Context: an optimization exercise on an open-source flow, tuned for small area. The choices shown serve that exercise and are no tape-out recipe. The RTL was checked by simulation tests, not by an equivalence proof against the original design. Power and IR drop assume default switching activity.

File: run.sh
#!/bin/bash
# synth_recipe.tcl (not shown) runs the flow's synth.tcl, then flattens the netlist and writes it again
# the make line also repeats each setting of config.mk as NAME=value (left out here)
make -C /OpenROAD-flow-scripts/flow DESIGN_CONFIG=/design/flow/config.mk WORK_HOME=/design/flow/orfs CLKGATE_MAP_FILE= SYNTH_SCRIPT=/design/flow/synth_recipe.tcl finish
File: config.mk
export PLATFORM = sky130hd
export DESIGN_NAME = kps_core
export DESIGN_NICKNAME = kps_core
export VERILOG_FILES = /design/flow/design.v
export SDC_FILE = /design/flow/constraint.sdc
export NUM_CORES = 4
export LEC_CHECK = 0
export CAP_MARGIN = 20
export CORE_MARGIN = 2
export CORE_UTILIZATION = 40
export SLEW_MARGIN = 20
File: constraint.sdc
create_clock -name core_clock -period 8.0 [get_ports {clk}]
set_input_delay 1.6000 -clock core_clock [delete_from_list [all_inputs] [get_ports {clk}]]
set_output_delay 1.6000 -clock core_clock [all_outputs]
set_load 0.01 [all_outputs]
File: design.v
module kps_core #(
    parameter [7:0]  SENTINEL        = 8'hA5,
    parameter [3:0]  P_POS           = 4'b1001,
    parameter [3:0]  P_NEG           = 4'b0110,
    parameter [16:0] INIT_TICKS_FAST = 17'd50,
    parameter [16:0] INIT_TICKS_SLOW = 17'd1000
) (
    input  wire        clk,
    input  wire        rst,           
    input  wire        rx_valid,
    input  wire [39:0] rx_frame,
    output wire        rx_ready,
    input  wire        tick_fast,
    input  wire        tick_slow,
    output wire [3:0]  legs,
    output wire        tx_valid,
    output wire [39:0] tx_frame
);
    reg        full;         
    reg        rbq;          
    reg        mch;          
    reg [9:0]  fast_p;       
    reg [13:0] slow_p;
    reg [7:0]  fast_f;
    reg [7:0]  slow_f;
    reg        run;          
    reg        exit_req;     
    reg        ph;           
    reg        pos, neg;     
    reg        armed_f, armed_s;
    reg [8:0]  fcnt;
    reg [3:0]  slo;
    reg [13:0] shi;
    assign rx_ready = !full;
    assign tx_valid = rbq && !full;
    assign legs     = {pos, neg, neg, pos};
    assign tx_frame = {mch ? slow_f : fast_f,
                       2'b00, mch ? slow_p : {4'b0000, fast_p},
                       7'h20, mch, SENTINEL};
    wire        take    = !full && rx_valid && rx_frame[7:0] == SENTINEL && !rst;
    wire [3:0]  op      = rx_frame[15:12];
    wire        chan    = rx_frame[8];
    wire [15:0] value   = rx_frame[31:16];
    wire        t_set   = take && op == 4'h1;
    wire        t_start = take && op == 4'h2;
    wire        t_stop  = take && op == 4'h3;
    wire        t_rb    = take && op == 4'h4;
    wire        t_set_f = t_set && !chan;
    wire        t_set_s = t_set && chan;
    wire [9:0]  fp_new = (value < 16'd10)   ? 10'd10   :
                         (value > 16'd1000) ? 10'd1000 : value[9:0];
    wire [13:0] sp_new = (value == 16'd0)    ? 14'd1     :
                         (value > 16'd10000) ? 14'd10000 : value[13:0];
    wire        fz     = fast_p == 10'd0;
    wire [8:0]  f_load = fz ? 9'd250 : fast_p[9:1];
    wire        f_last = fcnt[8:3] == 6'd0 && (fcnt[2:0] != 3'd7 || !fast_p[0]);
    wire        f_wrap = tick_fast && f_last;
    wire        f_ev   = armed_f && f_wrap && run;
    wire        sz     = slow_p == 14'd0;
    wire [13:0] s_load = sz ? 14'd100 : slow_p;
    wire        s_lo9  = slo == 4'd9;
    wire        s_wrap = tick_slow && s_lo9 && shi == 14'd1;
    wire        s_ev   = armed_s && s_wrap && run;
    wire        s_stop  = s_ev && exit_req;
    wire        s_rearm = s_ev && !exit_req;
    wire        start   = t_start && !(run && !s_stop);
    always @(posedge clk) begin
        full <= take;
        rbq  <= take ? (op == 4'h4) : (full && rbq && !rst);
        if (!full)
            mch <= chan;
        if (rst) begin
            fast_p <= 10'd0;
            fast_f <= 8'd0;
        end else if (t_set_f) begin
            fast_p <= fp_new;
            fast_f <= rx_frame[39:32];
        end
        if (rst) begin
            slow_p <= 14'd0;
            slow_f <= 8'd0;
        end else if (t_set_s) begin
            slow_p <= sp_new;
            slow_f <= rx_frame[39:32];
        end
        if (start || s_rearm || f_wrap)
            fcnt <= f_load;
        else if (tick_fast)
            fcnt <= fcnt - 9'd5;
        if (start || s_wrap) begin
            shi <= s_load;
            slo <= 4'd0;
        end else if (tick_slow) begin
            if (s_lo9) begin
                slo <= 4'd0;
                shi <= shi - 14'd1;
            end else begin
                slo <= slo + 4'd1;
            end
        end
        if (f_ev) begin
            if (!ph) begin
                pos <= 1'b1;
                neg <= 1'b0;
            end else begin
                pos <= 1'b0;
                neg <= pos;
            end
        end
        if (start || s_rearm)
            ph <= 1'b0;
        else if (f_ev)
            ph <= 1'b1;
        if (t_set_f)
            armed_f <= 1'b0;
        else if (start || s_rearm)
            armed_f <= 1'b1;
        else if (f_ev && ph && !pos)
            armed_f <= 1'b0;
        if (start)
            armed_s <= 1'b1;
        else if (t_set_s)
            armed_s <= 1'b0;
        if (start)
            exit_req <= 1'b0;
        else if (t_stop)
            exit_req <= 1'b1;
        if (start)
            run <= 1'b1;
        else if (s_stop)
            run <= 1'b0;
        if (rst) begin
            run <= 1'b0;
            pos <= 1'b0;
            neg <= 1'b0;
        end
    end
endmodule
==> qor.csv <==
stage;metric;value;unit
status;status;complete, no violations;
clock_tree;clockBufferDepth;2;
floorplan;initial_utilization;41.4;%
layout;layout.cells.non_filler;653;
logic_synthesis;synth_top_area_cell;dfxtp_1;
critical_path;timing.critical_path.from_type;primary input;
drt;wl_met3;602;um
logic_synthesis;synth_top_area_share;26.0;%
drt;wl_met2;4.69;mm
critical_path;critPathMaxStageDelay;0.79;ns
clock_tree;clkSinkCount;77;
clock_tree;cts_setup_buffers;0;
global_routing;antenna_found_initial;0;
run;drv_cap;0;
placement;gp_congestion;0.795;
critical_path;path_cells;clkdlybuf4s50_1 -> buf_4 -> nor3b_1 -> and4_1 -> and2_1 -> o21ai_0 -> a21oi_1;
global_routing;grt_max_degree;46;
drt;drtIter0Drc;111;
clock_tree;clock-root-buffer;clkbuf_8;
critical_path;worst-setup-path-type;primary input to flip-flop;
sta;whs;0.453;ns
power_and_ir_drop;power.total;872;uW
power_and_ir_drop;ir_drop;0.0000769;V
logic_synthesis;synth_cell_types;51;
placement;dp_hpwl;7.18;mm
power_and_ir_drop;leakage;1.79;nW
logic_synthesis;synthCells;457;
sta;timing.setup.tns;0;ns
drt;drt-total-wl;10.1;mm
layout;num_antenna_cells;0;
layout;final_nets;564;
layout;utilization;50.9;%
sta;hold_viol;0;
min_path;worst_hold_path_type;flip-flop to flip-flop;
global_routing;grt_pass1_vias;3392;
logic_synthesis;ys_ff_latch;77;
floorplan;dieWidth;105;um
drt;vias_per_cell;5.23;
logic_synthesis;synth.avg_cell_area;8.94;um^2
global_routing;grt_usage;18.6;%
layout;fillers;950;
sta;drv_slew;0;
sta;max_slew.worst_pin.slew;0.992;ns
layout;drive_above_1_share;9.23;%
drt;drc;0;
drt;route.vias.total;3417;
logic_synthesis;synth_area;0.00408;mm^2
critical_path;path_delay_family;simple AND/OR/NAND/NOR gates;
drt;drt-met1-wl;4.61;mm
layout;syn_to_final_growth;22.9;%
sta;relSlewSlack;33.9;%
critical_path;cpMaxStageDelayCell;and2_1;
sta;min_period;3.99;ns
clock_tree;cts_hold_buffers;0;
power_and_ir_drop;power_density;174;mW/mm^2
critical_path;critical_path.max_fanout;45;
clock_tree;ctsResizeCount;0;
sta;fmax;251;MHz
clock_tree;cts.clk_slew.worst_paths;0.08;ns
floorplan;rows;36;
floorplan;dieArea;0.0110;mm^2
critical_path;crit_arrival;4.28;ns
clock_tree;cts-htree-levels;3;
logic_synthesis;ys_seq_area_share;43.6;%
sta;grt_setup_unrepaired;false;
sta;period_share;49.9;%
drt;ant_nets;0;
drt;drt_pass1_iterations;5;
placement;port_buffers;70;
placement;dp_cells;636;
floorplan;core;0.00986;mm^2
sta;setup_viol;0;
clock_tree;numCtsBuffers;9;
clock_tree;cts_tree;yes;
sta;skew;0.0132;ns
floorplan;die_y;105;um
logic_synthesis;yosysWarningCount;1;
critical_path;cp-end-kind;flip-flop;
critical_path;cp.required;8.29;ns
global_routing;grt_pass1_wl;16.4;mm
drt;highest_layer;met4;
logic_synthesis;synth_top_cells_by_area;dfxtp_1, edfxtp_1, nand2_1;
floorplan;pin_count;91;
drt;wire_per_inst;15.4;um
global_routing;overflow;0;
critical_path;worst-path-buf-inv;2;
clock_tree;clkLatencyLatePin;0.35;ns
cells in the mapped netlist (all sizes together):
library cell,instances
inv,8
nor2b,5
nand2b,3
a211oi,4
xnor2,13
or4,10
o31ai,4
a21oi,35
nor4b,4
a31o,4
nor4,11
a21o,2
a32o,1
or4b,1
mux2,19
conb,2
a31oi,1
or3b,1
nor3b,8
nor3,18
or3,2
and4,2
nand4,3
clkbuf,17
nand2,66
nand3,11
mux2i,7
o21ai,25
o21a,3
and2,5
o22ai,2
edfxtp,24
nor4bb,3
o41ai,1
ha,4
nand3b,3
xor2,7
dfxtp,53
and3,3
nor2,35
buf,25
or2,2
stage by stage:
| stage | worst slack [ns] | area (um^2) |
|---|---|---|
| global route | 3.74 | 5020 |
| finish | 4.01 | 5020 |
| detailed placement | 3.63 | 4790 |
| floorplan | 4.13 | 4140 |
| CTS | 3.97 | 5000 |
| global placement | 3.65 | 4790 |
flip-flops by register name (all words and copies together), names as in the netlist, 4 cells and up:
signal,flops
slow_f,8
fast_f,8
slo,4
fcnt,9
fast_p,10
slow_p,14
shi,14
cell type report:
cell class	count	area, um^2	share of cell area (%)
tap	133	166	3.32
multi-input combinational	345	2100	41.8
sequential	77	1780	35.5
clock inverter	3	43.8	0.872
clock buffer	13	160	3.19
timing repair buffer	74	738	14.7
inverter	8	30.0	0.598
cells in the final DEF (no fill, tap or decap), types with 16 or more instances in the layout:
master           netlist  final
mux2_2                17     17
nor2_1                35     35
dfxtp_1               53     53
nor3_1                18     18
a21oi_1               34     34
nand2_1               66     66
clkdlybuf4s50_1        0     70
o21ai_1               15     16
edfxtp_1              24     24
conb_1                 2     17
tightest hold or removal path, stage by stage (launching register included):
cell	delay (ns)
dfxtp_1	0.31
nand2_1	0.05
a21oi_1	0.05
report_power, final:
| group | total, mW | switching, mW | internal, mW |
|---|---|---|---|
| Combinational | 0.109 | 0.0522 | 0.0573 |
| Clock | 0.308 | 0.145 | 0.164 |
| Sequential | 0.454 | 0.0226 | 0.431 |
routing by layer:
layer  vias to the layer above  global-route usage, %
li1                       1709                      -
met1                      1588                   23.2
met2                       105                   30.8
met3                        15                   5.80
met4                         0                   5.81
met5                         -                      0
cells by family after synthesis:
logic type / after synthesis / share of synthesized area [%]
buf+inv: 50 / 6.68
xor+xnor: 20 / 4.29
fa+ha+maj: 4 / 1.23
other cells: 2 / 0.184
simple gates: 196 / 24.7
mux: 26 / 7.14
flops: 77 / 43.6
compound gates: 82 / 12.1
worst paths after layout:
| path | start | endpoint | slack, ns | depth (start not counted) |
|---|---|---|---|---|
| setup / recovery | rst | slow_p[10]$_SDFFE_PP0P_ | 4.01 | 7 |
| hold / removal | slow_f[7]$_SDFFE_PP0P_ | slow_f[7]$_SDFFE_PP0P_ | 0.45 | 2 |
| setup reg to reg | shi[1]$_DFFE_PP_ | fcnt[4]$_DFFE_PP_ | 5.20 | 7 |
| hold reg to reg | slow_f[7]$_SDFFE_PP0P_ | slow_f[7]$_SDFFE_PP0P_ | 0.45 | 2 |

[afterwards: timing with drivers on the ports]
How much do the figures lean on ideal ports? The routed layout below was timed once more, with nothing changed but the port constraints. Step 1: set_driving_cell puts a clkbuf_16 on clk and a buf_2 on each other input, an assumption about the parent block. Step 2 adds t to the input delays and takes it off the output delays; t is the mean of the earliest and latest rising clock arrival at the registers after step 1. Input paths then give back, and output paths get back, about the clock's delay inside the block. Three values: ideal, step 1, step 2; two values: the first two.
t, ns: 0.380
slack for setup (ns): 4.008 / 4.018 / 3.638
worst hold slack (ns): 0.453 / 0.453 / 0.453
worst setup path at the end: input to register
worst register clock-pin slew, ns: 0.08 / 0.08
After both steps this run still meets setup and hold. The setup slack of this run moves by +0.010 ns with the drivers and by -0.370 ns with both steps.
